From an optimization exercise on the open Yosys and OpenROAD flow, aimed at small area, a short achievable clock period and few clock cycles per item; shortcuts taken in it are not production practice. The RTL was checked by simulation tests, not by an equivalence proof against the original design. Power and IR drop assume default switching activity.

==> flow/design.v <==
module ptc_analyzer (
    input  wire        clk,
    input  wire        rst,
    input  wire        in_valid,
    output reg         in_ready,
    input  wire [7:0]  in_data,
    output reg         ent_valid,
    output wire [3:0]  ent_index,
    output wire [23:0] ent_start,
    output wire [15:0] ent_size,
    output wire [7:0]  ent_type_flags,
    output reg  [2:0]  ent_kind,
    output wire        ent_active,
    output wire        ent_locked,
    output reg  [15:0] ent_size_kb,
    output reg         ent_contig_err,
    output wire [20:0] ent_expected,
    output wire [69:0] ent_name,
    output reg         res_valid,
    output reg  [1:0]  res_status,
    output wire [15:0] res_magic,
    output wire [15:0] res_cks_stored,
    output wire [15:0] res_cks_computed,
    output wire [7:0]  res_drive_type,
    output wire [23:0] res_total,
    output wire [15:0] res_cylinders,
    output wire [7:0]  res_heads,
    output wire [7:0]  res_sectors,
    output wire [7:0]  res_interleave,
    output wire [7:0]  res_boot,
    output wire [31:0] res_active_slots,
    output wire [20:0] res_partitioned,
    output wire [15:0] res_contig_mask,
    output reg         res_w_checksum,
    output reg         res_w_total,
    output reg         res_w_geometry,
    output wire [23:0] res_derived_cyl,
    output reg  [16:0] res_logical_mb_x10,
    output wire [24:0] res_native_mb_x10,
    output wire [4:0]  res_viol_count
);
    reg  [8:0] c;
    wire       take = in_valid & in_ready;
    reg        tk;
    reg  [7:0] din;
    reg  [3:0] idx;
    reg  [15:0] magic, cks_st, cyl;
    reg  [7:0]  drive, heads, sect, inter, boot;
    reg  [23:0] total;
    reg  [31:0] active;
    reg  [7:0]  a0, a1;
    reg  [23:0] e_start;
    reg  [15:0] e_size;
    reg  [7:0]  e_tf;
    reg  [69:0] e_name;
    reg  [20:0] x;                  
    reg  [15:0] mask;
    reg  [4:0]  viol;
    reg         st1, st2, st3;
    reg         emit;                   
    wire magic_ok = (magic == 16'hAEAE);
    function [6:0] sanitize;
        input [7:0] b;
        begin
            if (b[6:5] == 2'b00 || b[6:0] == 7'h7F) sanitize = 7'h3F;
            else                                   sanitize = b[6:0];
        end
    endfunction
    wire [6:0] din_s = sanitize(din);
    reg  [3:0]  lc;
    wire [11:0] lv = {1'b0, din, 3'd0} + {3'd0, din, 1'b0}
                   + {8'd0, c[2] ? lc : 4'd0} + {9'd0, c[2] & ~c[0], 2'd0};
    integer k;
    always @(posedge clk) begin
        din <= in_data;
        idx <= c[8:5];
        if (tk) begin
            case (c)
                9'd0:   magic[7:0]    <= din;
                9'd1:   magic[15:8]   <= din;
                9'd4:   cks_st[7:0]   <= din;
                9'd5:   cks_st[15:8]  <= din;
                9'd8:   drive         <= din;
                9'd9: begin
                    total[7:0]    <= din;
                    lc            <= lv[11:8];
                end
                9'd12: begin
                    total[15:8]   <= din;
                    lc            <= lv[11:8];
                    res_logical_mb_x10[4:0]  <= lv[7:3];
                end
                9'd13: begin
                    total[23:16]  <= din;
                    res_logical_mb_x10[16:5] <= lv;
                end
                9'd17:  cyl[7:0]      <= din;
                9'd20:  cyl[15:8]     <= din;
                9'd21:  heads         <= din;
                9'd24:  sect          <= din;
                9'd25:  inter         <= din;
                9'd28:  boot          <= din;
                9'd33:  active[7:0]   <= din;
                9'd36:  active[15:8]  <= din;
                9'd37:  active[23:16] <= din;
                9'd40:  active[31:24] <= din;
                default: ;
            endcase
            case (c[4:0])
                5'd2:  e_start[7:0]   <= din;
                5'd3:  e_start[15:8]  <= din;
                5'd6:  e_start[23:16] <= din;
                5'd7:  e_size[7:0]    <= din;
                5'd10: e_size[15:8]   <= din;
                5'd11: e_tf           <= din;
                5'd14: e_name[6:0]    <= din_s;
                5'd15: e_name[13:7]   <= din_s;
                5'd18: e_name[20:14]  <= din_s;
                5'd19: e_name[27:21]  <= din_s;
                5'd22: e_name[34:28]  <= din_s;
                5'd23: e_name[41:35]  <= din_s;
                5'd26: e_name[48:42]  <= din_s;
                5'd27: e_name[55:49]  <= din_s;
                5'd30: e_name[62:56]  <= din_s;
                5'd31: e_name[69:63]  <= din_s;
                default: ;
            endcase
            if (c == 9'd0 || c == 9'd1) begin
                if (c[0]) a1 <= din;
                else      a0 <= din;
            end else if (c != 9'd4 && c != 9'd5) begin
                if (c[0]) a1 <= a1 ^ din;
                else      a0 <= a0 ^ din;
            end
        end
    end
    wire last = take && c == 9'd510;    
    wire w_cks_c = (cks_st != {a1, a0});
    wire w_tot_c = ({3'd0, x} != total);
    always @(posedge clk) begin
        if (rst) begin
            c         <= 9'd511;
            in_ready  <= 1'b1;
            ent_valid <= 1'b0;
            emit      <= 1'b0;
            res_valid <= 1'b0;
            st1       <= 1'b0;
            st2       <= 1'b0;
            st3       <= 1'b0;
            tk        <= 1'b0;
        end else begin
            if (take) c <= c + 9'd1;
            tk        <= take;
            emit      <= tk && c[4:0] == 5'd31;
            ent_valid <= tk && c[4:0] == 5'd31 && magic_ok;
            st1       <= last;
            st2       <= st1;
            st3       <= st2;
            res_valid <= st3;
            in_ready  <= !last && !st1;
        end
    end
    always @(posedge clk) begin
        if (rst || res_valid)
            x <= 21'd1;
        else if (emit || st3)
            x <= x + {{5{st3}}, e_size | {16{st3}}};      
        if (emit)
            mask <= {ent_contig_err, mask[15:1]};
        if (rst || res_valid)
            viol <= 5'd0;
        else if (emit)
            viol <= viol + {4'd0, ent_contig_err};
        else if (st3)
            viol <= viol + {4'd0, w_cks_c} + {4'd0, w_tot_c} + {4'd0, res_w_geometry};
    end
    always @(posedge clk) begin
        ent_contig_err <= (e_start != {3'd0, x});
        ent_kind       <= (e_tf[3:0] <= 4'd4) ? e_tf[2:0] : 3'd5;
        ent_size_kb    <= {1'b0, e_size[15:1]} + {15'd0, e_size[0] & e_size[1]};
        res_w_checksum <= w_cks_c;
        res_w_total    <= w_tot_c;
        if (!magic_ok)                      res_status <= 2'd1;
        else if (heads == 8'd0 || sect == 8'd0) res_status <= 2'd2;
        else                                res_status <= 2'd0;
    end
    reg  [23:0] q;
    reg  [7:0]  rem;
    reg  [24:0] nmb;
    wire        mclr  = c[8:5] == 4'd1;
    wire        mstep = c[8:6] == 3'd1;
    wire [5:0]  t     = c[5:0];
    wire        x1    = (t[5:3] == 3'd0) && heads[t[2:0]];
    wire [8:0]  t1    = {1'b0, rem} + (x1 ? {1'b0, sect} : 9'd0);
    wire        h1 = q[16], h2 = q[17], h3 = q[18], c1 = q[19];
    wire        z     = h1 ^ h3 ^ c1;
    wire        zc    = (h1 & h3) | (h1 & c1) | (h3 & c1);
    wire [16:0] t2    = {1'b0, q[15:0]} + (z ? {1'b0, cyl} : 17'd0);
    wire        dpass = (c[8:5] == 4'd4 || c[8:5] == 4'd5) && c[4:3] != 2'b11;
    wire        dbit  = q[23];
    wire [7:0]  dvs   = c[5] ? sect : heads;
    wire [8:0]  dt    = {rem, dbit};
    wire [9:0]  dd    = {1'b0, dt} - {2'b0, dvs};
    wire        dge   = !dd[9];
    always @(posedge clk) begin
        if (tk) begin
            if (dpass) begin
                rem <= dge ? dd[7:0] : dt[7:0];
                q   <= {q[22:0], dge};
            end else if (c == 9'd127) begin
                rem <= 8'd0;
                q   <= total;
            end else if (mstep) begin
                rem      <= t1[8:1];
                q[19:0]  <= {zc, h2, h1, t1[0], t2[16:1]};
                if (t >= 6'd11 && t <= 6'd35)
                    nmb <= {t2[0], nmb[24:1]};
            end else begin
                rem <= 8'd0;
                if (mclr) q[19:0] <= 20'd1024;
            end
        end
        res_w_geometry <= (q > {8'd0, cyl});
    end
    assign ent_index        = idx;
    assign ent_start        = e_start;
    assign ent_size         = e_size;
    assign ent_type_flags   = e_tf;
    assign ent_active       = e_tf[6];
    assign ent_locked       = e_tf[7];
    assign ent_expected     = x;
    assign ent_name         = e_name;
    assign res_magic        = magic;
    assign res_cks_stored   = cks_st;
    assign res_cks_computed = {a1, a0};
    assign res_drive_type   = drive;
    assign res_total        = total;
    assign res_cylinders    = cyl;
    assign res_heads        = heads;
    assign res_sectors      = sect;
    assign res_interleave   = inter;
    assign res_boot         = boot;
    assign res_active_slots = active;
    assign res_partitioned  = x;
    assign res_contig_mask  = mask;
    assign res_derived_cyl  = q;
    assign res_native_mb_x10 = nmb;
    assign res_viol_count   = viol;
endmodule
==> flow/flow/run.sh <==
#!/bin/bash
# Standard ORFS layout with buf_1 port buffers, and the setup repair
# asked to leave extra slack at the design's clock period.
set -euo pipefail
export BUFFER_PORTS_ARGS="-buffer_cell sky130_fd_sc_hd__buf_1"
export SETUP_SLACK_MARGIN=9.9
bash standard.sh > standard.log 2>&1
==> flow/standard.sh <==
#!/bin/bash
# synth_recipe.tcl (not shown) runs the flow's synth.tcl, then flattens the netlist and writes it again
# the make line also repeats each setting of config.mk as NAME=value (left out here)
make -C /OpenROAD-flow-scripts/flow DESIGN_CONFIG=/design/flow/config.mk WORK_HOME=/design/flow/orfs CLKGATE_MAP_FILE= SYNTH_SCRIPT=/design/flow/synth_recipe.tcl "${@:-finish}"
==> flow/config.mk <==
export PLATFORM = sky130hd
export DESIGN_NAME = ptc_analyzer
export DESIGN_NICKNAME = ptc_analyzer
export VERILOG_FILES = /design/flow/design.v
export SDC_FILE = /design/flow/constraint.sdc
export NUM_CORES = 4
export LEC_CHECK = 0
export CAP_MARGIN = 20
export CORE_MARGIN = 2
export CORE_UTILIZATION = 40
export CTS_CLUSTER_DIAMETER = 120
export CTS_CLUSTER_SIZE = 25
export PLACE_DENSITY = 0.6
export SLEW_MARGIN = 20
==> flow/constraint.sdc <==
create_clock -name core_clock -period 14.0 [get_ports {clk}]
set_input_delay 2.8000 -clock core_clock [delete_from_list [all_inputs] [get_ports {clk}]]
set_output_delay 2.8000 -clock core_clock [all_outputs]
set_load 0.01 [all_outputs]
==> run notes, run 1 <==
Post-DP HPWL = 43.40 mm
Area grow syn2layout = 16.14%
Number of nets in the layout = 2029
Total power = 2.434 mW
Startpoint Class = register
Critical path, cell by cell = buf_1
Seq/Total Area, Yosys = 64.99%
Post-Syn Area = 19650 sq um
Fin crit period = 4.076 ns
Multi-input gate area = 6292 sq um
F_max = 245.3 MHz
Gpl congestion = 0.9090
R2R depth = 14
Mapped Avg Cell Area = 13.48 sq um
Run status = complete, no violations
Slowest stage delay, CP = 0.52 ns
RR Endpoint = rem[7]$_DFFE_PP_
Final hold slack = 0.4560 ns
CP delay by family, top = flip-flops
Vias in the first global route = 13430
Non-filler instance count after layout = 2597
Critical path data required time = 11.20 ns
Final hold violation count = 0
Layout cells sized above 1 = 7.872%
Post-route ant nets = 0
Hold_sp = mask[2]$_DFFE_PP_
Clk buf depth = 3
Net Count, Synth = 1572
Number of H-tree levels = 1
Hold path depth = 0
Crit-path slowest cell = edfxtp_1
Fin. max-slew vios = 0
Per-cell routed wire length = 23.06 um
# fillers = 4529
# DRC = 0
Overall track demand over capacity in global routing = 22.95%
Largest net degree at the start of global routing = 31
TritonCTS Sinks = 452
Arr. time, crit path = 1.28 ns
Crit Path Max Fanout = 2
Critical path class = reg2out
Placed Cells = 2525
Vias = 13410
Root Driver = clkbuf_16
Mapped Cells = 1458
Drt first pass iters = 5
Max_slew headroom = 25.55%
Synth unique cells = 79
DR iter-0 viols = 797
Buffer and inverter count on the worst path = 1
Clk_skew = 0.02953 ns
Ys async rst share = 0%
Initial antenna violation count = 2
Worst-path clk slew = 0.11 ns
Number of CTS-inserted buffers = 22
Die width = 225.7 um
RSZ-0062 raised after global routing = yes
TNS Setup = 0 ns
Max Cap Viol = 0
Worst-Margin Slew = 1.113 ns
Starting density of the core = 40.32%
Setup violators final = 0
DR vias/cell = 5.164
Worst VDD drop = 0.0001530 V
Yosys warns = 1
Primary FF master, synth = edfxtp_1
Crit. End Element = primary output
Die Y = 225.7 um
Final period utilization = 29.11%
Final WL = 59.90 mm
Die ar. = 50920 sq um
Hold Crit Class = reg2reg
Core area = 48750 sq um
CTS Hold Bufs = 0
EDFF count, synth = 372
Std cell rows = 81
Worst-Skew Late Latency = 0.58 ns
Post-synthesis register bit count = 452
Register Area = 12820 sq um
Global-route wire length before repair = 86.18 mm
Total gr overflow = 0
Hold path endpoint = mask[1]$_DFFE_PP_
PortBufs = 451
Pwr dens = 106.6 nW/um^2
P_leak = 7.979 nW
RR Startpoint = c[0]$_SDFFE_PP1P_
TritonCTS clock tree = built
R2r setup slk = 10.28 ns
Boundary pin count = 452
[Yosys cell counts, types with 3 or more instances]
cell / count / area share [%]
a21o_1: 18 / 0.69
and4_1: 4 / 0.18
dfxtp_1: 80 / 8.1
a21oi_1: 52 / 1.3
nor4_1: 19 / 0.60
clkbuf_1: 20 / 0.38
o21ai_0: 46 / 1.2
nand2b_1: 9 / 0.29
buf_6: 6 / 0.34
xor2_1: 46 / 2.0
nand2_1: 107 / 2.0
nor2_1: 104 / 2.0
o21bai_1: 5 / 0.19
o21ai_1: 4 / 0.10
a21boi_0: 3 / 0.11
inv_1: 47 / 0.90
o41ai_1: 5 / 0.22
a22o_1: 4 / 0.18
a22oi_1: 9 / 0.34
mux2i_1: 15 / 0.76
o31ai_1: 5 / 0.19
o22ai_1: 8 / 0.25
or2_2: 27 / 0.86
a31oi_1: 4 / 0.13
nand4_1: 20 / 0.64
a211o_1: 7 / 0.31
o21a_1: 20 / 0.76
xnor2_1: 86 / 3.8
nor3_1: 15 / 0.38
and2_1: 33 / 1.1
nand3_1: 25 / 0.64
o211ai_1: 4 / 0.15
nor2b_1: 18 / 0.57
and3_1: 10 / 0.32
buf_4: 30 / 1.1
or3_1: 5 / 0.16
ha_1: 93 / 5.9
buf_2: 5 / 0.13
a211oi_1: 12 / 0.46
edfxtp_1: 372 / 57
fa_1: 10 / 1.0
[how the worst max path moves through the flow]
stage | start | to | slack, ns | depth (start not counted)
floorplan | rst | x[10]$_SDFFE_PP0P_ | 10.06 | 5
global placement | rst | x[15]$_SDFFE_PP0P_ | 9.48 | 4
detailed placement | rst | x[15]$_SDFFE_PP0P_ | 9.45 | 4
CTS | x[5]$_SDFFE_PP0P_ | ent_expected[5] | 9.90 | 1
global route | total[20]$_DFFE_PP_ | res_total[20] | 9.89 | 1
finish | total[7]$_DFFE_PP_ | res_total[7] | 9.92 | 1
[state kept, by name, indices dropped and copies added, names as in the netlist, 17 cells and up]
name / count
res_logical_mb_x10: 17
e_name: 70
q: 24
total: 24
e_start: 24
active: 32
nmb: 25
x: 21
[kinds of logic (layout without fill, tap and decap cells)]
group	Yosys count	count (layout)	synth area share (%)
DFF	452	452	64.99
and+or+nand+nor	411	411	10.40
AOI/OAI and AO/OA	229	229	7.697
xor gates and xnor gates	132	132	5.882
buffers and inverters	113	586	3.049
adders and majority gates	103	103	6.939
muxes	18	18	1.050
other	0	2	0
[layout by cell type (no fill, tap or decap), types with 8 or more instances in the layout]
cell type    n
nor2b_1     18
xor2_1      46
nor4_1      19
buf_1      447
nand4_1     20
buf_4       46
or2_2       27
a21oi_1     52
a211oi_1    12
nor3_1      14
nand2_1    107
o22ai_1      8
clkbuf_1    14
o21a_1      20
and3_1      10
ha_1        93
mux2i_1     15
dfxtp_2     25
fa_1        10
nand3_1     25
and2_1      33
a22oi_1      9
inv_1       47
clkbuf_16   22
xnor2_1     86
a21o_1      18
nor2_1     102
edfxtp_1   372
o21ai_0     46
nand2b_1     9
dfxtp_1     51
[report_power, final]
| part | switching [mW] | total (mW) | leakage (nW) | internal (mW) |
|---|---|---|---|---|
| clock network | 0.429 | 0.733 | 0.310 | 0.304 |
| registers | 0.0315 | 1.51 | 4.00 | 1.48 |
| logic | 0.124 | 0.193 | 3.66 | 0.0694 |
| total | 0.584 | 2.43 | 7.98 | 1.85 |
[per-stage QoR]
| stage | setup WS [ns] | utilization (%) | area [sq um] |
|---|---|---|---|
| global placement | 9.478 | 44.92 | 21900 |
| detailed placement | 9.455 | 44.92 | 21900 |
| global route | 9.891 | 46.82 | 22820 |
| finish | 9.924 | 46.83 | 22830 |
| CTS | 9.897 | 46.50 | 22670 |
| floorplan | 10.06 | - | 19650 |
[repair_timing]
item | in CTS | in global routing
endpoints found under the setup margin | 54 | 22
gates resized for setup | 22 | 8
setup buffers | 12 | 18
[layer usage]
metal,GRT usage (%),wire (um)
met1,29.81,25500
met2,38.23,28420
met3,5.464,4213
met4,6.751,1751
met5,0,11
[area by class of cell]
type | instances | share of cell area (%)
sequential | 452 | 56.16
multi-input combinational | 893 | 27.57
timing repair buffer | 497 | 8.951
tap | 664 | 3.640
clock buffer | 36 | 2.642
inverter | 49 | 0.8057
clock inverter | 4 | 0.2193
antenna | 2 | 0.02193
Testbench counts, summed over its fixed seeds: cycles 197,392, tables 384.
==> inputs of run 2 (changes only) <==
--- a/flow/config.mk
+++ b/flow/config.mk
@@ -8,7 +8,5 @@
 export CAP_MARGIN = 20
 export CORE_MARGIN = 2
 export CORE_UTILIZATION = 40
-export CTS_CLUSTER_DIAMETER = 120
-export CTS_CLUSTER_SIZE = 25
 export PLACE_DENSITY = 0.6
 export SLEW_MARGIN = 20
==> run notes, run 2 <==
Run status = complete, no violations
Max Cap Viol = 0
P_sw = 0.7075 mW
Placed Area = 21900 sq um
Startpoint Class = register
Die ar. = 50920 sq um
Max_slew headroom = 28.35%
Synth unique cells = 79
Global-route wire length before repair = 88.39 mm
Most frequent cells in the layout = buf_1 (448), edfxtp_1 (372), nand2_1 (107)
Worst-path clk slew = 0.05 ns
Root Driver = clkbuf_16
Core area = 48750 sq um
Crit Path Max Fanout = 3
Fin. max-slew vios = 0
Arr. time, crit path = 1.27 ns
Area leader, netlist = edfxtp_1
Per-cell routed wire length = 23.01 um
TritonCTS clock tree = built
Clk_skew = 0.01743 ns
Mapped Cells = 1458
Net Count, Synth = 1572
Largest regs = e_name x70, active x32, nmb x25
DR vias/cell = 5.174
P_leak = 8.475 nW
TritonCTS Sinks = 452
Boundary pin count = 452
Yosys warns = 1
Clk buf depth = 3
Post-synthesis register bit count = 452
Top layer in use = met5
Register Area = 12820 sq um
Drt first pass iters = 5
Power Internal = 2.359 mW
PortBufs = 451
CTS Hold Bufs = 0
Number of CTS-inserted buffers = 51
Placed Cells = 2525
Post-route ant nets = 0
Vias = 13690
Clock power share = 44.5%
Number of H-tree levels = 2
Starting density of the core = 40.32%
Gate power share = 6.3%
Primary FF master, synth = edfxtp_1
Metal-1 WL = 25.66 mm
F_max = 245.4 MHz
Pwr dens = 128.6 nW/um^2
Worst VDD drop = 0.0001163 V
Most frequent cells after synthesis = edfxtp_1 (372), nand2_1 (107), nor2_1 (104)
Metal2 WL = 29.15 mm
TNS Setup = 0 ns
Area contributors post-synth = edfxtp_1 (57%), dfxtp_1 (8.1%), ha_1 (5.9%)
Crit-path slowest cell = edfxtp_1
Std cell rows = 81
Die Y = 225.7 um
Vias in the first global route = 13790
Met3 WL post-DR = 4.377 mm
Mapped Avg Cell Area = 13.48 sq um
Initial antenna violation count = 2
Number of nets in the layout = 2053
Critical path data required time = 11.20 ns
Critical path class = reg2out
Post-Syn Area = 19650 sq um
Hold Crit Class = reg2reg
DR iter-0 viols = 881
EDFF count, synth = 372
Max FFs per register = 70
Final period utilization = 29.10%
Layout cells sized above 1 = 10.05%
Sequential fraction of design power = 49.2%
CP delay by family, top = flip-flops
Buffer and inverter count on the worst path = 1
Slowest stage delay, CP = 0.51 ns
Critical path, cell by cell = buf_1
Setup violators final = 0
Worst-Skew Late Latency = 0.60 ns
Most common cell after layout, fill and taps aside = buf_1
Fin crit period = 4.075 ns
Crit. End Element = primary output
Post-DP HPWL = 43.40 mm
Overall track demand over capacity in global routing = 23.52%
Total gr overflow = 0
Top reg by flops = e_name
Fin area = 23840 sq um
Seq/Total Area, Yosys = 64.99%
Multi-input gate area = 6292 sq um
# DRC = 0
Worst-Margin Slew = 1.071 ns
Switch share = 23.07%
Area grow syn2layout = 21.29%
Final hold violation count = 0
Gpl congestion = 0.9090
Top-area cell type share of the netlist area = 56.84%
Largest net degree at the start of global routing = 31
Die width = 225.7 um
Ys async rst share = 0%
Non-filler instance count after layout = 2646
# fillers = 4418
Top-count cell post-synth = edfxtp_1
RSZ-0062 raised after global routing = no
Final WL = 60.88 mm
run 2: layout make-up:
type / count / share of cell area (%)
flip-flops and latches: 452 / 53.77
clock buffers: 66 / 5.647
repair buffers: 492 / 8.408
multi-input cells: 893 / 26.39
clock inverters: 29 / 1.512
inverters: 49 / 0.7715
diodes: 1 / 0.01050
well taps: 664 / 3.485
run 2: through the flow:
stage          util, %  worst slack, ns  power (mW)  hold slack [ns]
5_1_grt          48.90            9.903       3.165           0.4645
2_1_floorplan        -            10.06       1.660           0.3290
4_1_cts          48.72            9.887       3.091           0.4534
6_report         48.90            9.925       3.067           0.4506
3_3_place_gp     44.92            9.478       1.728           0.4312
3_5_place_dp     44.92            9.455       1.730           0.4340
run 2: cells by family (layout without fill, tap and decap cells):
kind of cell    count (synthesis)  count (layout)  share of synthesized area (%)
buf+inv                       113             636                          3.049
flops                         452             452                          64.99
fa+ha+maj                     103             103                          6.939
xor+xnor                      132             132                          5.882
other cells                     0               1                              0
simple gates                  411             411                          10.40
mux                            18              18                          1.050
compound gates                229             229                          7.697
run 2: path summary, 6_finish.rpt:
| check | startpoint | to | slack (ns) | cells past startpoint |
|---|---|---|---|---|
| setup / recovery | total[6]$_DFFE_PP_ | res_total[6] | 9.93 | 1 |
| hold / removal | mask[9]$_DFFE_PP_ | mask[8]$_DFFE_PP_ | 0.45 | 0 |
| setup reg to reg | c[0]$_SDFFE_PP1P_ | rem[7]$_DFFE_PP_ | 10.26 | 14 |
| hold reg to reg | mask[9]$_DFFE_PP_ | mask[8]$_DFFE_PP_ | 0.45 | 0 |
run 2: power by group through the flow:
stage,clock (mW),combinational [mW],sequential [mW]
6_report,1.36,0.193,1.51
5_1_grt,1.44,0.214,1.51
4_1_cts,1.39,0.194,1.51
3_5_place_dp,0,0.192,1.54
3_3_place_gp,0,0.190,1.54
2_1_floorplan,0,0.128,1.53
run 2: routing by layer:
| metal | GRT usage [%] | vias up |
|---|---|---|
| met5 | 0 | - |
| met2 | 39.25 | 517 |
| met1 | 30.30 | 6755 |
| met4 | 7.712 | 2 |
| met3 | 5.386 | 115 |
| li1 | - | 6302 |
run 2: timing repair:
item / in CTS / in global routing
resized for setup: 25 / 4
hold endpoints to repair: 0 / 0
setup endpoints to repair: 57 / 10
setup buffers: 15 / 9
==> inputs of run 3 (changes only) <==
--- a/flow/config.mk
+++ b/flow/config.mk
@@ -7,6 +7,8 @@
 export LEC_CHECK = 0
 export CAP_MARGIN = 20
 export CORE_MARGIN = 2
-export CORE_UTILIZATION = 40
-export PLACE_DENSITY = 0.6
+export CORE_UTILIZATION = 55
+export CTS_CLUSTER_DIAMETER = 150
+export CTS_CLUSTER_SIZE = 25
+export PLACE_DENSITY = 0.7
 export SLEW_MARGIN = 20
==> run notes, run 3 <==
Final hold violation count = 0
Hold_sp = st2$_SDFF_PP0_
Slowest stage delay, CP = 0.52 ns
Mux contribution to synthesized area = 1.050%
Seq/Total Area, Yosys = 64.99%
Run status = complete, no violations
Critical path, cell by cell = buf_1
R2R depth = 12
Number of CTS-inserted buffers = 22
Fin area = 22370 sq um
Root Driver = clkbuf_16
DR iter-0 viols = 1044
Simple-Gate Fraction of Synth Area = 10.40%
CP delay by family, top = flip-flops
Hold path depth = 1
Hold Crit Class = reg2reg
Per-cell routed wire length = 23.57 um
Gpl congestion = 0.9336
Non-filler instance count after layout = 2366
Final WL = 55.76 mm
Number of H-tree levels = 1
Top-area cell type share of the netlist area = 56.84%
DR vias/cell = 5.726
Die ar. = 37260 sq um
TritonCTS Sinks = 452
Top-count cell post-synth = edfxtp_1
Largest net degree at the start of global routing = 31
Initial antenna violation count = 3
Worst-Margin Slew = 1.105 ns
Area contributors post-synth = edfxtp_1 (57%), dfxtp_1 (8.1%), ha_1 (5.9%)
Yosys warns = 1
Max_slew headroom = 26.08%
Post-synthesis compound-gate area fraction = 7.697%
Vias = 13550
RR Endpoint = q[13]$_DFFE_PP_
Drt first pass iters = 5
Adder-Cell Fraction of Synth Area = 6.939%
Area grow syn2layout = 13.83%
Mapped Avg Cell Area = 13.48 sq um
Worst-path clk slew = 0.10 ns
Most frequent cells after synthesis = edfxtp_1 (372), nand2_1 (107), nor2_1 (104)
Crit Path Max Fanout = 6
Critical path class = reg2out
RSZ-0062 raised after global routing = no
Layout cells sized above 1 = 5.932%
Setup violators final = 0
Post-Syn Area = 19650 sq um
EDFF count, synth = 372
Xor/xnor share of the synthesized area = 5.882%
Fin crit period = 4.077 ns
# DRC = 0
Final period utilization = 29.12%
PortBufs = 451
Area leader, netlist = edfxtp_1
Top reg by flops = e_name
Std cell rows = 69
Worst VDD drop = 0.0001175 V
Core area = 35400 sq um
Arr. time, crit path = 1.28 ns
Clk_skew = 0.02878 ns
R2r setup slk = 10.23 ns
Crit. End Element = primary output
TNS Setup = 0 ns
Largest family of logic cells by synthesized area = simple AND/OR/NAND/NOR gates
Placed Area = 21600 sq um
Vias in the first global route = 12900
Fin. max-slew vios = 0
Number of nets in the layout = 2003
Buffer and inverter count on the worst path = 1
Pwr dens = 108.4 nW/um^2
Most common cell after layout, fill and taps aside = buf_1
Global-route wire length before repair = 79.41 mm
Antenna cell count = 0
Worst-Skew Late Latency = 0.55 ns
Total gr overflow = 0
Most frequent cells in the layout = buf_1 (451), edfxtp_1 (372), nand2_1 (107)
Die width = 193.0 um
Max Cap Viol = 0
Mapped Cells = 1458
Max FFs per register = 70
TritonCTS clock tree = built
Largest regs = e_name x70, active x32, nmb x25
Clk buf depth = 3
Ys async rst share = 0%
Starting density of the core = 55.52%
Placed Cells = 2318
Synth unique cells = 79
Crit-path slowest cell = dfxtp_2
Boundary pin count = 452
Critical path data required time = 11.20 ns
Primary FF master, synth = edfxtp_1
Post-synthesis register bit count = 452
Hold path endpoint = st3$_SDFF_PP0_
Overall track demand over capacity in global routing = 28.89%
Post-DP HPWL = 40.10 mm
CTS Hold Bufs = 0
Final hold slack = 0.4521 ns
Startpoint Class = register
Net Count, Synth = 1572
F_max = 245.3 MHz
Die Y = 193.0 um
RR Startpoint = q[16]$_DFFE_PP_
P_leak = 7.846 nW
Post-route ant nets = 0
==> run 3: cell counts after synthesis <==
Identical to the previous run, type by type.
==> run 3: layout make-up <==
class                   instances  area (sq um)
fillers                      2817         13020
flip-flops and latches        452         12800
multi-input cells             893          6305
repair buffers                471          1843
clock buffers                  39         635.6
well taps                     461         576.8
inverters                      49         183.9
clock inverters                 1         30.03
==> run 3: power breakdown <==
part	internal [mW]	total, mW	switching [mW]
sequential	1.48	1.51	0.0316
clock	0.316	0.730	0.414
combinational	0.0687	0.188	0.120
==> run 3: kinds of logic after synthesis <==
family / Yosys count
flip-flops: 452
AND/OR/NAND/NOR: 411
AO/OA/AOI/OAI: 229
XOR/XNOR: 132
buffers and inverters: 113
adder cells (fa/ha/maj): 103
multiplexers: 18
==> run 3: worst max path at each step <==
stage | from | cells after the start | to | slack [ns]
after floorplan | rst | 5 | x[10]$_SDFFE_PP0P_ | 10.06
after global placement | rst | 4 | x[15]$_SDFFE_PP0P_ | 9.52
after detailed placement | rst | 4 | x[15]$_SDFFE_PP0P_ | 9.48
after CTS | total[19]$_DFFE_PP_ | 1 | res_total[19] | 9.90
after global routing | total[8]$_DFFE_PP_ | 1 | res_total[8] | 9.90
final | x[5]$_SDFFE_PP0P_ | 1 | ent_expected[5] | 9.92
==> run 3: metal layers <==
layer  share of wire (%)  GRT usage [%]
met4                 2.3          7.430
met1                  40          38.31
met5               0.023              0
met2                  48          47.93
met3                 9.6          7.258
==> run 3: what timing repair did <==
action | 4_1_cts | 5_1_grt
resized for setup | 20 | 1
cloned | 0 | 0
pin swaps | 0 | 0
setup buffers | 1 | 7
setup endpoints to repair | 41 | 6
==> run 3: per-stage QoR <==
stage	total power, mW	utilization [%]	setup WS [ns]
detailed placement	1.723	61.03	9.477
global route	2.501	63.21	9.900
CTS	2.436	63.00	9.903
finish	2.426	63.21	9.923
floorplan	1.660	-	10.06
global placement	1.720	61.03	9.525
==> inputs of run 4 (changes only) <==
--- a/flow/design.v
+++ b/flow/design.v
@@ -67,7 +67,7 @@
         end
     endfunction
     wire [6:0] din_s = sanitize(din);
-    reg  [3:0]  lc;
+    wire [3:0]  lc;                     
     wire [11:0] lv = {1'b0, din, 3'd0} + {3'd0, din, 1'b0}
                    + {8'd0, c[2] ? lc : 4'd0} + {9'd0, c[2] & ~c[0], 2'd0};
     integer k;
@@ -83,11 +83,9 @@
                 9'd8:   drive         <= din;
                 9'd9: begin
                     total[7:0]    <= din;
-                    lc            <= lv[11:8];
                 end
                 9'd12: begin
                     total[15:8]   <= din;
-                    lc            <= lv[11:8];
                     res_logical_mb_x10[4:0]  <= lv[7:3];
                 end
                 9'd13: begin
@@ -187,6 +185,7 @@
     reg  [23:0] q;
     reg  [7:0]  rem;
     reg  [24:0] nmb;
+    assign lc = rem[3:0];
     wire        mclr  = c[8:5] == 4'd1;
     wire        mstep = c[8:6] == 3'd1;
     wire [5:0]  t     = c[5:0];
@@ -215,7 +214,9 @@
                 q[19:0]  <= {zc, h2, h1, t1[0], t2[16:1]};
                 if (t >= 6'd11 && t <= 6'd35)
                     nmb <= {t2[0], nmb[24:1]};
-            end else begin
+            end else if (c == 9'd9 || c == 9'd12) begin
+                rem[3:0] <= lv[11:8];
+            end else if (c[8:4] != 5'd0) begin
                 rem <= 8'd0;
                 if (mclr) q[19:0] <= 20'd1024;
             end
--- a/flow/config.mk
+++ b/flow/config.mk
@@ -7,8 +7,8 @@
 export LEC_CHECK = 0
 export CAP_MARGIN = 20
 export CORE_MARGIN = 2
-export CORE_UTILIZATION = 55
+export CORE_UTILIZATION = 65
 export CTS_CLUSTER_DIAMETER = 150
 export CTS_CLUSTER_SIZE = 25
-export PLACE_DENSITY = 0.7
+export PLACE_DENSITY = 0.8
 export SLEW_MARGIN = 20
==> run notes, run 4 <==
Max Cap Viol = 0
Per-cell routed wire length = 24.05 um
Starting density of the core = 65.93%
Gpl congestion = 0.9375
# fillers = 1980
Buffer and inverter count on the worst path = 1
RR Startpoint = q[16]$_DFFE_PP_
Number of CTS-inserted buffers = 21
Top-area cell type share of the netlist area = 56.70%
Final period utilization = 29.19%
Total gr overflow = 0
Fin area = 22120 sq um
Critical path class = reg2out
Setup crit start = x[2]$_SDFFE_PP0P_
Area contributors post-synth = edfxtp_1 (57%), dfxtp_1 (8.2%), ha_1 (6.0%)
RSZ-0062 raised after global routing = no
Arr. time, crit path = 1.29 ns
EDFF count, synth = 368
Startpoint Class = register
Clk_skew = 0.01571 ns
Post-Syn Area = 19490 sq um
Worst setup path endpoint = res_partitioned[2]
Worst-Skew Late Latency = 0.56 ns
Global-route wire length before repair = 78.54 mm
Most common cell after layout, fill and taps aside = buf_1
Clk buf depth = 3
Non-filler instance count after layout = 2271
Top reg by flops = e_name
Slowest stage delay, CP = 0.50 ns
Die ar. = 31380 sq um
Final hold violation count = 0
Initial antenna violation count = 2
RR Endpoint = q[11]$_DFFE_PP_
Placed Area = 21440 sq um
Number of H-tree levels = 1
R2r setup slk = 10.12 ns
Die Y = 177.2 um
Ys async rst share = 0%
P_leak = 7.892 nW
Seq/Total Area, Yosys = 64.92%
F_max = 244.7 MHz
Fin. max-slew vios = 0
Area grow syn2layout = 13.49%
TNS Setup = 0 ns
Mapped Cells = 1434
Number of nets in the layout = 1979
Layout cells sized above 1 = 6.170%
Critical path data required time = 11.20 ns
Boundary pin count = 452
# DRC = 0
Fin crit period = 4.087 ns
Setup ws final = 9.913 ns
TritonCTS clock tree = built
Area leader, netlist = edfxtp_1
Run status = complete, no violations
Mapped Avg Cell Area = 13.59 sq um
Setup slack at placement = 9.385 ns
Placed Cells = 2229
Post-route ant nets = 0
Largest net degree at the start of global routing = 32
Std cell rows = 63
DR vias/cell = 6.002
Final WL = 54.63 mm
Post-synthesis register bit count = 448
Largest regs = e_name x70, active x32, nmb x25
DR iter-0 viols = 1240
Net Count, Synth = 1548
Crit. End Element = primary output
Overall track demand over capacity in global routing = 33.98%
Most frequent cells after synthesis = edfxtp_1 (368), nor2_1 (96), ha_1 (93)
Worst VDD drop = 0.0001011 V
Hold Crit Class = reg2reg
Crit-path slowest cell = dfxtp_2
Max_slew headroom = 21.61%
Top-count cell post-synth = edfxtp_1
Core area = 29560 sq um
CP delay by family, top = flip-flops
Root Driver = clkbuf_16
Post-DP HPWL = 39.40 mm
Yosys warns = 1
Primary FF master, synth = edfxtp_1
Drt first pass iters = 5
Crit Path Max Fanout = 6
R2R depth = 13
Max FFs per register = 70
CTS Hold Bufs = 0
Die width = 177.2 um
Synth unique cells = 68
Worst-Margin Slew = 1.171 ns
Cell depth of the worst setup path = 1
PortBufs = 451
TritonCTS Sinks = 448
Critical path, cell by cell = buf_1
Most frequent cells in the layout = buf_1 (451), edfxtp_1 (368), nor2_1 (93), ha_1 (93), nand2_1 (91)
Vias = 13630
Worst-path clk slew = 0.10 ns
Vias in the first global route = 13060
Pwr dens = 108.3 nW/um^2
Setup violators final = 0
## run 4: cell families (layout without fill, tap and decap cells)
group | count (synthesis) | count (layout) | synth area share [%]
adder cells (fa/ha/maj) | 103 | 103 | 6.998
flip-flops | 448 | 448 | 64.92
AND/OR/NAND/NOR | 401 | 401 | 10.41
AO/OA/AOI/OAI | 212 | 212 | 7.467
other | 0 | 1 | 0
buffers and inverters | 110 | 556 | 2.729
XOR/XNOR | 138 | 138 | 6.202
multiplexers | 22 | 22 | 1.271
## run 4: worst min path at each step
| stage | slack, ns | cells past startpoint | to | start |
|---|---|---|---|---|
| 6_report | 0.46 | 1 | st3$_SDFF_PP0_ | st2$_SDFF_PP0_ |
| 5_1_grt | 0.47 | 0 | mask[4]$_DFFE_PP_ | mask[5]$_DFFE_PP_ |
| 4_1_cts | 0.46 | 1 | st3$_SDFF_PP0_ | st2$_SDFF_PP0_ |
| 3_5_place_dp | 0.43 | 0 | nmb[17]$_DFFE_PP_ | nmb[18]$_DFFE_PP_ |
| 3_3_place_gp | 0.42 | 1 | st3$_SDFF_PP0_ | st2$_SDFF_PP0_ |
| 2_1_floorplan | 0.33 | 0 | idx[1]$_DFF_P_ | c[6]$_SDFFE_PP1P_ |
## run 4: power by group
part / total, mW / internal, mW / switching, mW / leakage (nW)
registers: 1.50 / 1.46 / 0.0362 / 3.97
clock network: 0.692 / 0.293 / 0.399 / 0.288
logic: 0.205 / 0.0754 / 0.129 / 3.64
## run 4: final cells by class
cell class                      count  area (sq um)  area share (%)
Antenna cell                        1         2.502         0.01131
Clock buffer                       37         595.6           2.693
Clock inverter                      1         8.758         0.03960
Inverter                           52         195.2          0.8825
Multi-Input combinational cell    876          6334           28.64
Sequential cell                   448         12690           57.37
Tap cell                          390         488.0           2.206
Timing Repair Buffer              466          1805           8.163
## run 4: routing by layer
layer	routed length [um]	track usage [%]
met3	5568	7.045
met4	1992	11.91
met1	20640	44.37
met2	26410	56.84
met5	13	0
## run 4: what timing repair did
| action | in CTS | in global routing |
|---|---|---|
| endpoints found under the hold margin | 0 | 0 |
| gates cloned | 0 | 0 |
| gates resized for setup | 19 | 7 |
| setup endpoints to repair | 38 | 10 |
| buffers inserted | 1 | 2 |
## run 4: per-stage QoR
step	hold slack (ns)	utilization, %	total power, mW
2_1_floorplan	0.3258	-	1.660
3_3_place_gp	0.4222	72.51	1.722
3_5_place_dp	0.4309	72.53	1.730
4_1_cts	0.4601	74.68	2.397
5_1_grt	0.4709	74.82	2.465
6_report	0.4555	74.82	2.396
Testbench counts of run 4, summed over its fixed seeds: cycles 197,392, tables 384.
==> inputs of run 5 (changes only) <==
==> flow/flow/run.sh (replaced) <==
#!/bin/bash
# Standard ORFS layout with buf_1 port buffers, and the setup repair
# asked to leave extra slack at the design's clock period.
set -euo pipefail
export BUFFER_PORTS_ARGS="-buffer_cell sky130_fd_sc_hd__buf_1"
export SETUP_SLACK_MARGIN=9.95
bash standard.sh > standard.log 2>&1
--- a/flow/config.mk
+++ b/flow/config.mk
@@ -7,8 +7,8 @@
 export LEC_CHECK = 0
 export CAP_MARGIN = 20
 export CORE_MARGIN = 2
-export CORE_UTILIZATION = 65
+export CORE_UTILIZATION = 55
 export CTS_CLUSTER_DIAMETER = 150
 export CTS_CLUSTER_SIZE = 25
-export PLACE_DENSITY = 0.8
+export PLACE_DENSITY = 0.7
 export SLEW_MARGIN = 20
==> run notes, run 5 <==
Top layer in use = met5
TritonCTS Sinks = 448
Crit-path slowest cell = edfxtp_1
Die Y = 192.2 um
Std cell rows = 68
Gpl congestion = 0.9194
CTS Hold Bufs = 0
Die ar. = 36960 sq um
Initial antenna violation count = 5
Post-DP HPWL = 40.40 mm
Clk buf depth = 3
Final period utilization = 29.25%
Number of nets in the layout = 2030
Global-route wire length before repair = 80.00 mm
DR iter-0 viols = 999
Largest net degree at the start of global routing = 32
Per-cell routed wire length = 23.84 um
F_max = 244.2 MHz
# fillers = 2714
Crit. End Element = primary output
Area grow syn2layout = 15.99%
Starting density of the core = 56.14%
Worst-Margin Slew = 1.039 ns
Number of H-tree levels = 1
Largest regs = e_name x70, active x32, nmb x25
Max FFs per register = 70
PortBufs = 451
Area leader, netlist = edfxtp_1
Worst-Skew Late Latency = 0.55 ns
EDFF count, synth = 368
P_leak = 8.159 nW
Final hold slack = 0.4475 ns
Fin. max-slew vios = 0
Most common cell after layout, fill and taps aside = buf_1
RSZ-0062 raised after global routing = yes
Worst VDD drop = 0.0001059 V
Post-route ant nets = 0
Post-Syn Area = 19490 sq um
Critical path class = reg2out
Yosys warns = 1
Fin crit period = 4.095 ns
TritonCTS clock tree = built
Area contributors post-synth = edfxtp_1 (57%), dfxtp_1 (8.2%), ha_1 (6.0%)
Top-count cell post-synth = edfxtp_1
Pwr dens = 106.0 nW/um^2
Hold Crit Class = reg2reg
Clk_skew = 0.01509 ns
Vias in the first global route = 12890
RR Startpoint = q[19]$_DFFE_PP_
Arr. time, crit path = 1.29 ns
Ys async rst share = 0%
Met3 WL post-DR = 5.489 mm
Hold_sp = st2$_SDFF_PP0_
Total gr overflow = 0
Top-area cell type share of the netlist area = 56.70%
Most frequent cells in the layout = buf_1 (442), edfxtp_1 (368), nor2_1 (93), ha_1 (93), nand2_1 (91)
Overall track demand over capacity in global routing = 29.63%
TNS Setup = 0 ns
Setup crit start = total[18]$_DFFE_PP_
Metal-1 WL = 22.79 mm
# DRC = 0
Final hold violation count = 0
Post-synthesis register bit count = 448
Die width = 192.2 um
Vias = 13570
Startpoint Class = register
Mapped Cells = 1434
Worst-path clk slew = 0.11 ns
Layout cells sized above 1 = 9.223%
Net Count, Synth = 1548
Final WL = 56.85 mm
DR vias/cell = 5.688
Most frequent cells after synthesis = edfxtp_1 (368), nor2_1 (96), ha_1 (93)
Setup violators final = 0
Metal2 WL = 26.95 mm
Crit Path Max Fanout = 2
Critical path data required time = 11.20 ns
Core area = 34710 sq um
Buffer and inverter count on the worst path = 1
Top reg by flops = e_name
Primary FF master, synth = edfxtp_1
Synth unique cells = 68
Mapped Avg Cell Area = 13.59 sq um
Run status = complete, no violations
Seq/Total Area, Yosys = 64.92%
Critical path, cell by cell = buf_1
CP delay by family, top = flip-flops
Boundary pin count = 452
Drt first pass iters = 5
Final cell utilization of the core = 65.12%
Max Cap Viol = 0
Slowest stage delay, CP = 0.53 ns
Max_slew headroom = 30.45%
Antenna cell count = 0
Number of CTS-inserted buffers = 21
Root Driver = clkbuf_16
==> run 5: cell type report <==
type	count	area [sq um]	area share, %
Clock inverter	1	8.758	0.03874
Sequential cell	448	12690	56.16
Tap cell	455	569.3	2.518
Clock buffer	36	591.8	2.618
Timing Repair Buffer	517	2200	9.730
Multi-Input combinational cell	876	6346	28.07
Inverter	52	195.2	0.8635
==> run 5: path summary, 6_finish.rpt <==
| check | to | slack, ns | cells after the start |
|---|---|---|---|
| worst max-delay path | res_total[18] | 9.91 | 1 |
| worst min-delay path | st3$_SDFF_PP0_ | 0.45 | 1 |
| worst max register to register | q[15]$_DFFE_PP_ | 10.26 | 14 |
| worst min register to register | st3$_SDFF_PP0_ | 0.45 | 1 |
==> run 5: report_power, final <==
group | total, mW | internal [mW] | switching (mW) | leakage, nW
sequential | 1.49 | 1.46 | 0.0324 | 3.97
combinational | 0.210 | 0.0768 | 0.133 | 3.90
clock | 0.691 | 0.292 | 0.398 | 0.287
total | 2.40 | 1.83 | 0.564 | 8.16
==> run 5: stage by stage <==
step | setup slack (ns) | cells | area [sq um] | power, mW
after floorplan | 9.987 | 1434 | 19490 | 1.660
after global placement | 9.419 | 2296 | 21530 | 1.725
after detailed placement | 9.383 | 2296 | 21540 | 1.732
after CTS | 9.903 | 2357 | 22370 | 2.403
after global routing | 9.886 | 2385 | 22610 | 2.466
final | 9.905 | 2385 | 22610 | 2.395
==> run 5: what timing repair did <==
item,CTS,global route
pin swaps,0,0
resized for setup,31,9
endpoints found under the setup margin,69,26
buffers inserted,24,28
hold endpoints to repair,0,0
==> run 5: routing by layer <==
layer,global-route usage [%],vias to the layer above
met3,7.893,86
met2,48.06,656
met1,39.25,6670
met4,8.867,6
met5,0,-
li1,-,6148
==> run 5: kinds of logic after synthesis <==
family                   Yosys count  synth area share [%]
AO/OA/AOI/OAI                    212                 7.467
multiplexers                      22                 1.271
flip-flops                       448                 64.92
XOR/XNOR                         138                 6.202
AND/OR/NAND/NOR                  401                 10.41
buffers and inverters            110                 2.729
adder cells (fa/ha/maj)          103                 6.998
==> inputs of run 6 (changes only) <==
==> flow/flow/run.sh (replaced) <==
#!/bin/bash
# Standard ORFS layout with buf_1 port buffers, and the setup repair
# asked to leave extra slack at the design's clock period.
set -euo pipefail
export BUFFER_PORTS_ARGS="-buffer_cell sky130_fd_sc_hd__buf_1"
export SETUP_SLACK_MARGIN=9.85
bash standard.sh > standard.log 2>&1
==> run notes, run 6 <==
Run status = complete, no violations
Worst-Skew Late Latency = 0.55 ns
Critical path, cell by cell = buf_1
Pwr dens = 108.2 nW/um^2
Metal2 WL = 27.03 mm
Arr. time, crit path = 1.31 ns
F_max = 243.3 MHz
Top layer in use = met4
Global-route wire length before repair = 79.49 mm
Worst-Margin Slew = 1.090 ns
TritonCTS clock tree = built
Most frequent cells after synthesis = edfxtp_1 (368), nor2_1 (96), ha_1 (93)
Most common cell after layout, fill and taps aside = buf_1
Area leader, netlist = edfxtp_1
Met3 WL post-DR = 4.870 mm
Number of H-tree levels = 1
Largest regs = e_name x70, active x32, nmb x25
Fin area = 22170 sq um
Hold path depth = 1
Die width = 192.2 um
# DRC = 0
Multi-input gate area = 6337 sq um
Ys async rst share = 0%
Most frequent cells in the layout = buf_1 (451), edfxtp_1 (368), nor2_1 (93), ha_1 (93), nand2_1 (91)
DR iter-0 viols = 1019
Total gr overflow = 0
Area grow syn2layout = 13.77%
DR vias/cell = 5.719
Non-filler instance count after layout = 2333
Vias = 13340
Number of nets in the layout = 1977
Hold Crit Class = reg2reg
CP delay by family, top = flip-flops
Top reg by flops = e_name
Post-route ant nets = 0
Vias in the first global route = 12790
Total power = 2.400 mW
P_leak = 7.879 nW
Clk_skew = 0.02032 ns
Buffer and inverter count on the worst path = 1
Area contributors post-synth = edfxtp_1 (57%), dfxtp_1 (8.2%), ha_1 (6.0%)
Setup violators final = 0
Register Area = 12680 sq um
Critical path data required time = 11.20 ns
PortBufs = 451
Final cell utilization of the core = 63.87%
Mapped Cells = 1434
R2r setup slk = 10.21 ns
Top-count cell post-synth = edfxtp_1
Max_slew headroom = 27.31%
RR Startpoint = q[16]$_DFFE_PP_
Boundary pin count = 452
Crit. End Element = primary output
Placed Area = 21530 sq um
Final period utilization = 29.36%
Final hold slack = 0.4508 ns
Final hold violation count = 0
Primary FF master, synth = edfxtp_1
Post-DP HPWL = 40.28 mm
Net Count, Synth = 1548
Setup ws final = 9.890 ns
Max FFs per register = 70
Die ar. = 36960 sq um
RSZ-0062 raised after global routing = no
Layout cells sized above 1 = 5.964%
Fin crit period = 4.110 ns
Final WL = 55.88 mm
Synth unique cells = 68
Critical path class = reg2out
Slowest stage delay, CP = 0.52 ns
Fin. max-slew vios = 0
TNS Setup = 0 ns
Antenna cell count = 0
Gpl congestion = 0.8914
Drt first pass iters = 5
Std cell rows = 68
Largest net degree at the start of global routing = 32
Root Driver = clkbuf_16
RR Endpoint = q[11]$_DFFE_PP_
Startpoint Class = register
Mapped Avg Cell Area = 13.59 sq um
Setup Buffers After CTS = 0
Setup slack at placement = 9.223 ns
TritonCTS Sinks = 448
Yosys warns = 1
Crit-path slowest cell = dfxtp_2
# fillers = 2709
Die Y = 192.2 um
Worst VDD drop = 0.0001178 V
Per-cell routed wire length = 23.95 um
Placed Cells = 2295
Metal-1 WL = 22.79 mm
Crit Path Max Fanout = 7
Worst-path clk slew = 0.10 ns
Post-Syn Area = 19490 sq um
Top-area cell type share of the netlist area = 56.70%
Hold_sp = st2$_SDFF_PP0_
Max Cap Viol = 0
Number of CTS-inserted buffers = 21
Initial antenna violation count = 0
Core area = 34710 sq um
Post-synthesis register bit count = 448
Overall track demand over capacity in global routing = 29.18%
R2R depth = 13
EDFF count, synth = 368
Starting density of the core = 56.14%
Clk buf depth = 3
Seq/Total Area, Yosys = 64.92%
Hold path endpoint = st3$_SDFF_PP0_
run 6: area by class of cell:
type / instances / share of cell area, %
flip-flops and latches: 448 / 57.17
multi-input cells: 876 / 28.58
repair buffers: 464 / 8.075
clock buffers: 37 / 2.686
well taps: 455 / 2.568
inverters: 52 / 0.8803
clock inverters: 1 / 0.03950
run 6: worst max-delay path by stage:
stage                    endpoint         startpoint  slack, ns  cells after the start
5_1_grt        res_partitioned[1]  x[1]$_SDFFE_PP0P_       9.87                      1
6_report       res_partitioned[1]  x[1]$_SDFFE_PP0P_       9.89                      1
3_3_place_gp   x[18]$_SDFFE_PP0P_                rst       9.26                      6
2_1_floorplan  x[18]$_SDFFE_PP0P_                rst       9.87                      6
4_1_cts           ent_expected[0]  x[0]$_SDFFE_PP1P_       9.86                      1
3_5_place_dp   x[18]$_SDFFE_PP0P_                rst       9.22                      6
run 6: metal layers:
layer,GRT usage (%),up-vias
met5,0,-
met2,49.29,610
li1,-,6042
met4,6.635,0
met3,5.536,70
met1,39.32,6620
run 6: timing repair:
action | in CTS | in global routing
setup endpoints to repair | 20 | 17
gates resized for setup | 12 | 10
pin swaps | 0 | 0
hold buffers | 0 | 0
run 6: report_power, final:
part	switching [mW]	internal, mW	leakage [nW]	total (mW)
clock	0.403	0.294	0.288	0.697
sequential	0.0323	1.46	3.97	1.50
combinational	0.132	0.0758	3.63	0.208
run 6: logic make-up (layout without fill, tap and decap cells):
logic type	count (synthesis)	in the layout	share of synthesized area (%)
flip-flops	448	448	64.92
AND/OR/NAND/NOR	401	401	10.41
AO/OA/AOI/OAI	212	212	7.467
XOR/XNOR	138	138	6.202
buffers and inverters	110	554	2.729
adder cells (fa/ha/maj)	103	103	6.998
multiplexers	22	22	1.271
==> inputs of run 7 (changes only) <==
==> flow/flow/run.sh (replaced) <==
#!/bin/bash
# Standard ORFS layout with buf_1 port buffers, and the setup repair
# asked to leave extra slack at the design's clock period.
set -euo pipefail
export BUFFER_PORTS_ARGS="-buffer_cell sky130_fd_sc_hd__buf_1"
export SETUP_SLACK_MARGIN=9.9
bash standard.sh > standard.log 2>&1
--- a/flow/config.mk
+++ b/flow/config.mk
@@ -5,10 +5,10 @@
 export SDC_FILE = /design/flow/constraint.sdc
 export NUM_CORES = 4
 export LEC_CHECK = 0
-export CAP_MARGIN = 20
+export CAP_MARGIN = 5
 export CORE_MARGIN = 2
 export CORE_UTILIZATION = 55
 export CTS_CLUSTER_DIAMETER = 150
 export CTS_CLUSTER_SIZE = 25
 export PLACE_DENSITY = 0.7
-export SLEW_MARGIN = 20
+export SLEW_MARGIN = 5
==> run notes, run 7 <==
RR Endpoint = rem[6]$_DFFE_PP_
Most frequent cells in the layout = buf_1 (449), edfxtp_1 (368), nor2_1 (93), ha_1 (93), nand2_1 (91)
Die width = 192.2 um
Fin. max-slew vios = 0
Post-DP HPWL = 40.35 mm
Non-filler instance count after layout = 2344
Clock power share = 29.0%
# fillers = 2706
Critical path data required time = 11.20 ns
Vias = 13420
Switch share = 23.60%
Max FFs per register = 70
Vias in the first global route = 12760
DR vias/cell = 5.727
EDFF count, synth = 368
CP delay by family, top = flip-flops
RR Startpoint = c[0]$_SDFFE_PP1P_
TNS Setup = 0 ns
Startpoint Class = register
Max_slew headroom = 11.60%
Gpl congestion = 0.9194
Setup ws final = 9.927 ns
Hold_sp = st2$_SDFF_PP0_
Setup slack at placement = 9.380 ns
Final WL = 56.08 mm
Primary FF master, synth = edfxtp_1
Global-route wire length before repair = 79.03 mm
P_sw = 0.5661 mW
Critical path, cell by cell = clkbuf_2
TritonCTS Sinks = 448
F_max = 245.5 MHz
R2r setup slk = 10.24 ns
Final period utilization = 29.09%
Largest regs = e_name x70, active x32, nmb x25
Ys async rst share = 0%
Most frequent cells after synthesis = edfxtp_1 (368), nor2_1 (96), ha_1 (93)
Area contributors post-synth = edfxtp_1 (57%), dfxtp_1 (8.2%), ha_1 (6.0%)
CTS Hold Bufs = 0
Final hold violation count = 0
Critical path class = reg2out
Pwr dens = 107.8 nW/um^2
Per-cell routed wire length = 23.92 um
Crit. End Element = primary output
Run status = complete, no violations
Total gr overflow = 0
Synth unique cells = 68
Sequential fraction of design power = 62.4%
Number of nets in the layout = 1987
Top-area cell type share of the netlist area = 56.70%
Die ar. = 36960 sq um
RSZ-0062 raised after global routing = yes
PortBufs = 451
Root Driver = clkbuf_16
Hold Crit Class = reg2reg
# DRC = 0
Buffer and inverter count on the worst path = 1
Boundary pin count = 452
Post-route ant nets = 0
Overall track demand over capacity in global routing = 29.23%
Worst VDD drop = 0.0001061 V
Layout cells sized above 1 = 6.568%
DR iter-0 viols = 1088
Final hold slack = 0.4478 ns
Post-synthesis register bit count = 448
Setup violators final = 0
Mapped Avg Cell Area = 13.59 sq um
Drt first pass iters = 7
Crit Path Max Fanout = 2
Hold path endpoint = st3$_SDFF_PP0_
Largest net degree at the start of global routing = 32
Number of CTS-inserted buffers = 21
Clk buf depth = 3
Arr. time, crit path = 1.27 ns
Starting density of the core = 56.14%
Most common cell after layout, fill and taps aside = buf_1
Top reg by flops = e_name
Worst-Margin Slew = 1.316 ns
Top-count cell post-synth = edfxtp_1
Die Y = 192.2 um
Slowest stage delay, CP = 0.53 ns
Hold path depth = 1
Max Cap Viol = 0
TritonCTS clock tree = built
Number of H-tree levels = 1
Clk_skew = 0.01768 ns
Core area = 34710 sq um
Worst-Skew Late Latency = 0.56 ns
Post-Syn Area = 19490 sq um
Crit-path slowest cell = edfxtp_1
Net Count, Synth = 1548
Std cell rows = 68
Area leader, netlist = edfxtp_1
Placed Cells = 2296
Initial antenna violation count = 4
Area grow syn2layout = 14.14%
R2R depth = 14
Yosys warns = 1
Worst-path clk slew = 0.11 ns
P_leak = 7.933 nW
Mapped Cells = 1434
Fin crit period = 4.073 ns
Power Internal = 1.832 mW
Seq/Total Area, Yosys = 64.92%
Gate power share = 8.6%
run 7: power groups by stage:
stage          combinational, mW  clock, mW  sequential [mW]
2_1_floorplan              0.141          0             1.52
3_3_place_gp               0.199          0             1.53
3_5_place_dp               0.206          0             1.53
4_1_cts                    0.206      0.710             1.50
5_1_grt                    0.228      0.744             1.50
6_report                   0.206      0.696             1.50
run 7: layout make-up:
type	count	area, sq um	share of cell area, %
inverters	52	195.2	0.8775
clock inverters	1	8.758	0.03937
multi-input cells	876	6321	28.42
diodes	1	2.502	0.01125
repair buffers	474	1868	8.398
flip-flops and latches	448	12680	57.02
well taps	455	569.3	2.559
clock buffers	37	595.6	2.677
run 7: per-layer routing:
metal	GRT usage, %	share of wire [%]
met1	39.09	40
met2	47.57	48
met3	6.998	9.2
met4	8.808	2.8
met5	0	0.043
run 7: metrics by stage:
step	util, %	power, mW	area [sq um]
after floorplan	-	1.660	19490
final	64.08	2.398	22240
after detailed placement	62.02	1.731	21530
after CTS	63.90	2.412	22180
after global placement	62.02	1.725	21530
after global routing	64.07	2.470	22240
run 7: worst max path at each step:
| stage | startpoint | endpoint | cells after the start |
|---|---|---|---|
| final | total[18]$_DFFE_PP_ | res_total[18] | 1 |
| after global routing | rst | x[18]$_SDFFE_PP0P_ | 6 |
| after floorplan | rst | x[18]$_SDFFE_PP0P_ | 6 |
| after detailed placement | rst | x[18]$_SDFFE_PP0P_ | 6 |
| after global placement | rst | x[18]$_SDFFE_PP0P_ | 6 |
| after CTS | x[1]$_SDFFE_PP0P_ | ent_expected[1] | 1 |
run 7: what timing repair did:
action / 4_1_cts / 5_1_grt
gates resized for setup: 20 / 7
buffers inserted: 3 / 6
gates cloned: 0 / 0
setup endpoints to repair: 40 / 16
run 7: cell families (layout without fill, tap and decap cells):
logic type      Yosys count  in the layout  share of synthesized area, %
buf+inv                 110            564                         2.729
other cells               0              1                             0
simple gates            401            401                         10.41
mux                      22             22                         1.271
xor+xnor                138            138                         6.202
fa+ha+maj               103            103                         6.998
flops                   448            448                         64.92
compound gates          212            212                         7.467
==> inputs of run 8 (changes only) <==
--- a/flow/config.mk
+++ b/flow/config.mk
@@ -7,8 +7,8 @@
 export LEC_CHECK = 0
 export CAP_MARGIN = 5
 export CORE_MARGIN = 2
-export CORE_UTILIZATION = 55
+export CORE_UTILIZATION = 65
 export CTS_CLUSTER_DIAMETER = 150
 export CTS_CLUSTER_SIZE = 25
-export PLACE_DENSITY = 0.7
+export PLACE_DENSITY = 0.8
 export SLEW_MARGIN = 5
==> run notes, run 8 <==
Run status = complete, no violations
TritonCTS Sinks = 448
Worst-path clk slew = 0.10 ns
Number of nets in the layout = 1979
Number of CTS-inserted buffers = 21
Post-synthesis register bit count = 448
Total gr overflow = 0
DR iter-0 viols = 1344
Most frequent cells in the layout = buf_1 (451), edfxtp_1 (368), nor2_1 (93), ha_1 (93), nand2_1 (91)
Clk_skew = 0.01647 ns
Core area = 29560 sq um
RR Endpoint = q[11]$_DFFE_PP_
Vias = 13660
Placed Cells = 2229
Boundary pin count = 452
Critical path data required time = 11.20 ns
Drt first pass iters = 7
Top reg by flops = e_name
Top-count cell post-synth = edfxtp_1
Setup slack at placement = 9.395 ns
Top-area cell type share of the netlist area = 56.70%
Number of H-tree levels = 1
Pwr dens = 108.1 nW/um^2
Most frequent cells after synthesis = edfxtp_1 (368), nor2_1 (96), ha_1 (93)
R2R depth = 13
Arr. time, crit path = 1.26 ns
Hold path endpoint = st3$_SDFF_PP0_
Simple-Gate Fraction of Synth Area = 10.41%
RSZ-0062 raised after global routing = no
Area grow syn2layout = 13.39%
Synth unique cells = 68
Ys async rst share = 0%
Post-synthesis compound-gate area fraction = 7.467%
Critical path class = reg2out
Primary FF master, synth = edfxtp_1
Mux contribution to synthesized area = 1.271%
Startpoint Class = register
Worst VDD drop = 0.0001200 V
Final hold violation count = 0
Setup ws final = 9.938 ns
F_max = 246.2 MHz
Max FFs per register = 70
Die Y = 177.2 um
Hold Crit Class = reg2reg
Starting density of the core = 65.93%
Crit. End Element = primary output
CP delay by family, top = flip-flops
Xor/xnor share of the synthesized area = 6.202%
TNS Setup = 0 ns
Setup violators final = 0
Antenna cell count = 0
Largest family of logic cells by synthesized area = simple AND/OR/NAND/NOR gates
TritonCTS clock tree = built
Net Count, Synth = 1548
Post-DP HPWL = 39.47 mm
R2r setup slk = 10.18 ns
Hold path depth = 1
Final cell utilization of the core = 74.76%
Mapped Avg Cell Area = 13.59 sq um
Cell depth of the worst setup path = 1
Die ar. = 31380 sq um
Largest regs = e_name x70, active x32, nmb x25
Post-route ant nets = 0
EDFF count, synth = 368
Final WL = 54.11 mm
DR vias/cell = 6.018
Critical path, cell by cell = buf_1
Die width = 177.2 um
Buffer and inverter count on the worst path = 1
Layout cells sized above 1 = 5.961%
PortBufs = 451
Yosys warns = 1
Max_slew headroom = 20.17%
Post-Syn Area = 19490 sq um
Initial antenna violation count = 1
Fin crit period = 4.062 ns
Global-route wire length before repair = 78.56 mm
Seq/Total Area, Yosys = 64.92%
Clk buf depth = 3
Vias in the first global route = 12930
Most common cell after layout, fill and taps aside = buf_1
Worst-Skew Late Latency = 0.55 ns
Max Cap Viol = 0
# DRC = 0
Adder-Cell Fraction of Synth Area = 6.998%
RR Startpoint = q[16]$_DFFE_PP_
Gpl congestion = 0.9375
Largest net degree at the start of global routing = 32
Overall track demand over capacity in global routing = 33.80%
Fin. max-slew vios = 0
Crit-path slowest cell = edfxtp_1
Hold_sp = st2$_SDFF_PP0_
CTS Hold Bufs = 0
Final period utilization = 29.02%
Area leader, netlist = edfxtp_1
Std cell rows = 63
Per-cell routed wire length = 23.85 um
Slowest stage delay, CP = 0.52 ns
Root Driver = clkbuf_16
Crit Path Max Fanout = 3
P_leak = 7.891 nW
Mapped Cells = 1434
Worst-Margin Slew = 1.196 ns
Area contributors post-synth = edfxtp_1 (57%), dfxtp_1 (8.2%), ha_1 (6.0%)
Non-filler instance count after layout = 2269
==> run 8: cell counts after synthesis <==
No cell type changed its count.
==> run 8: how the worst max path moves through the flow <==
stage	start	endpoint	slack (ns)
floorplan	rst	x[18]$_SDFFE_PP0P_	9.99
global placement	rst	x[18]$_SDFFE_PP0P_	9.44
detailed placement	rst	x[18]$_SDFFE_PP0P_	9.39
CTS	x[5]$_SDFFE_PP0P_	ent_expected[5]	9.89
global route	c[5]$_SDFFE_PP1P_	rem[3]$_DFFE_PP_	9.90
finish	total[7]$_DFFE_PP_	res_total[7]	9.94
==> run 8: metal layers <==
layer  wire length (um)  GRT usage, %
met1              20450         44.41
met2              26920         58.25
met3               5341         6.572
met4               1394         8.299
met5                  0             0
==> run 8: what timing repair did <==
| item | in CTS | in global routing |
|---|---|---|
| setup buffers | 0 | 2 |
| endpoints found under the setup margin | 34 | 9 |
| resized for setup | 17 | 6 |
==> run 8: cells by family after synthesis <==
kind of cell    after synthesis
buf+inv                     110
fa+ha+maj                   103
mux                          22
flops                       448
compound gates              212
xor+xnor                    138
simple gates                401
==> run 8: cell type report <==
| type | instances | area (sq um) |
|---|---|---|
| inverter | 52 | 195.2 |
| multi-input combinational | 876 | 6319 |
| clock buffer | 36 | 591.8 |
| sequential | 448 | 12680 |
| tap | 390 | 488.0 |
| timing repair buffer | 466 | 1813 |
| clock inverter | 1 | 8.758 |
| fill | 1968 | 7462 |
==> run 8: power breakdown <==
group / total, mW / internal [mW] / leakage, nW / switching (mW)
sequential: 1.50 / 1.46 / 3.97 / 0.0361
combinational: 0.204 / 0.0755 / 3.64 / 0.129
clock: 0.684 / 0.292 / 0.287 / 0.392
total: 2.39 / 1.83 / 7.89 / 0.557
==> run 8: through the flow <==
stage	instance area [sq um]	hold WS [ns]	power, mW
2_1_floorplan	19490	0.3258	1.660
3_3_place_gp	21430	0.4222	1.722
3_5_place_dp	21430	0.4332	1.729
4_1_cts	22060	0.4596	2.390
5_1_grt	22100	0.4669	2.456
6_report	22100	0.4562	2.388
==> run 8: worst reg2reg max path, stage by stage, from the launching register on <==
cell and delay [ns]:
edfxtp_1 0.46, fa_1 0.94, and2_1 0.22, ha_1 0.17, inv_1 0.06, fa_1 0.37
nor2b_1 0.18, o21ai_0 0.12, a21oi_1 0.24, o21bai_1 0.15, a31oi_1 0.27, o21a_1 0.20
nor3_1 0.06, o31ai_1 0.22

[port drivers added, routing unchanged]
The results above use ideal ports. As a check the final layouts listed here were re-extracted and re-timed, cells and wires unchanged. Step 1 assumes that a clkbuf_16 drives the clock port and a buf_2 every other input. Step 2 moves the port delays by t, midway between the first and last clock arrival at a register: inputs arrive t later, outputs are due t later. That takes back most of the time a late clock gives input paths. a / b / c = ideal ports / drivers / drivers and shift; a / b = the first two.
run | shift t [ns] | slack for setup (ns) | worst hold slack (ns) | worst setup path at the end | slew at the worst register clock pin (ns)
run 1 | 0.627 | 9.924 / 9.866 / 9.428 | 0.456 / 0.456 / 0.456 | input to register | 0.11 / 0.11
run 2 | 0.650 | 9.925 / 9.866 / 9.415 | 0.451 / 0.451 / 0.451 | input to register | 0.07 / 0.07
run 3 | 0.591 | 9.923 / 9.869 / 9.460 | 0.452 / 0.452 / 0.452 | input to register | 0.11 / 0.11
run 4 | 0.605 | 9.913 / 9.860 / 9.451 | 0.456 / 0.456 / 0.456 | input to register | 0.11 / 0.11
run 5 | 0.601 | 9.905 / 9.849 / 9.470 | 0.447 / 0.447 / 0.447 | input to register | 0.11 / 0.11
run 6 | 0.595 | 9.890 / 9.836 / 9.450 | 0.451 / 0.451 / 0.451 | input to register | 0.11 / 0.11
run 7 | 0.603 | 9.927 / 9.872 / 9.421 | 0.448 / 0.448 / 0.448 | input to register | 0.11 / 0.11
run 8 | 0.591 | 9.938 / 9.885 / 9.428 | 0.456 / 0.456 / 0.456 | input to register | 0.11 / 0.11
After both steps setup and hold are still met in every run listed.
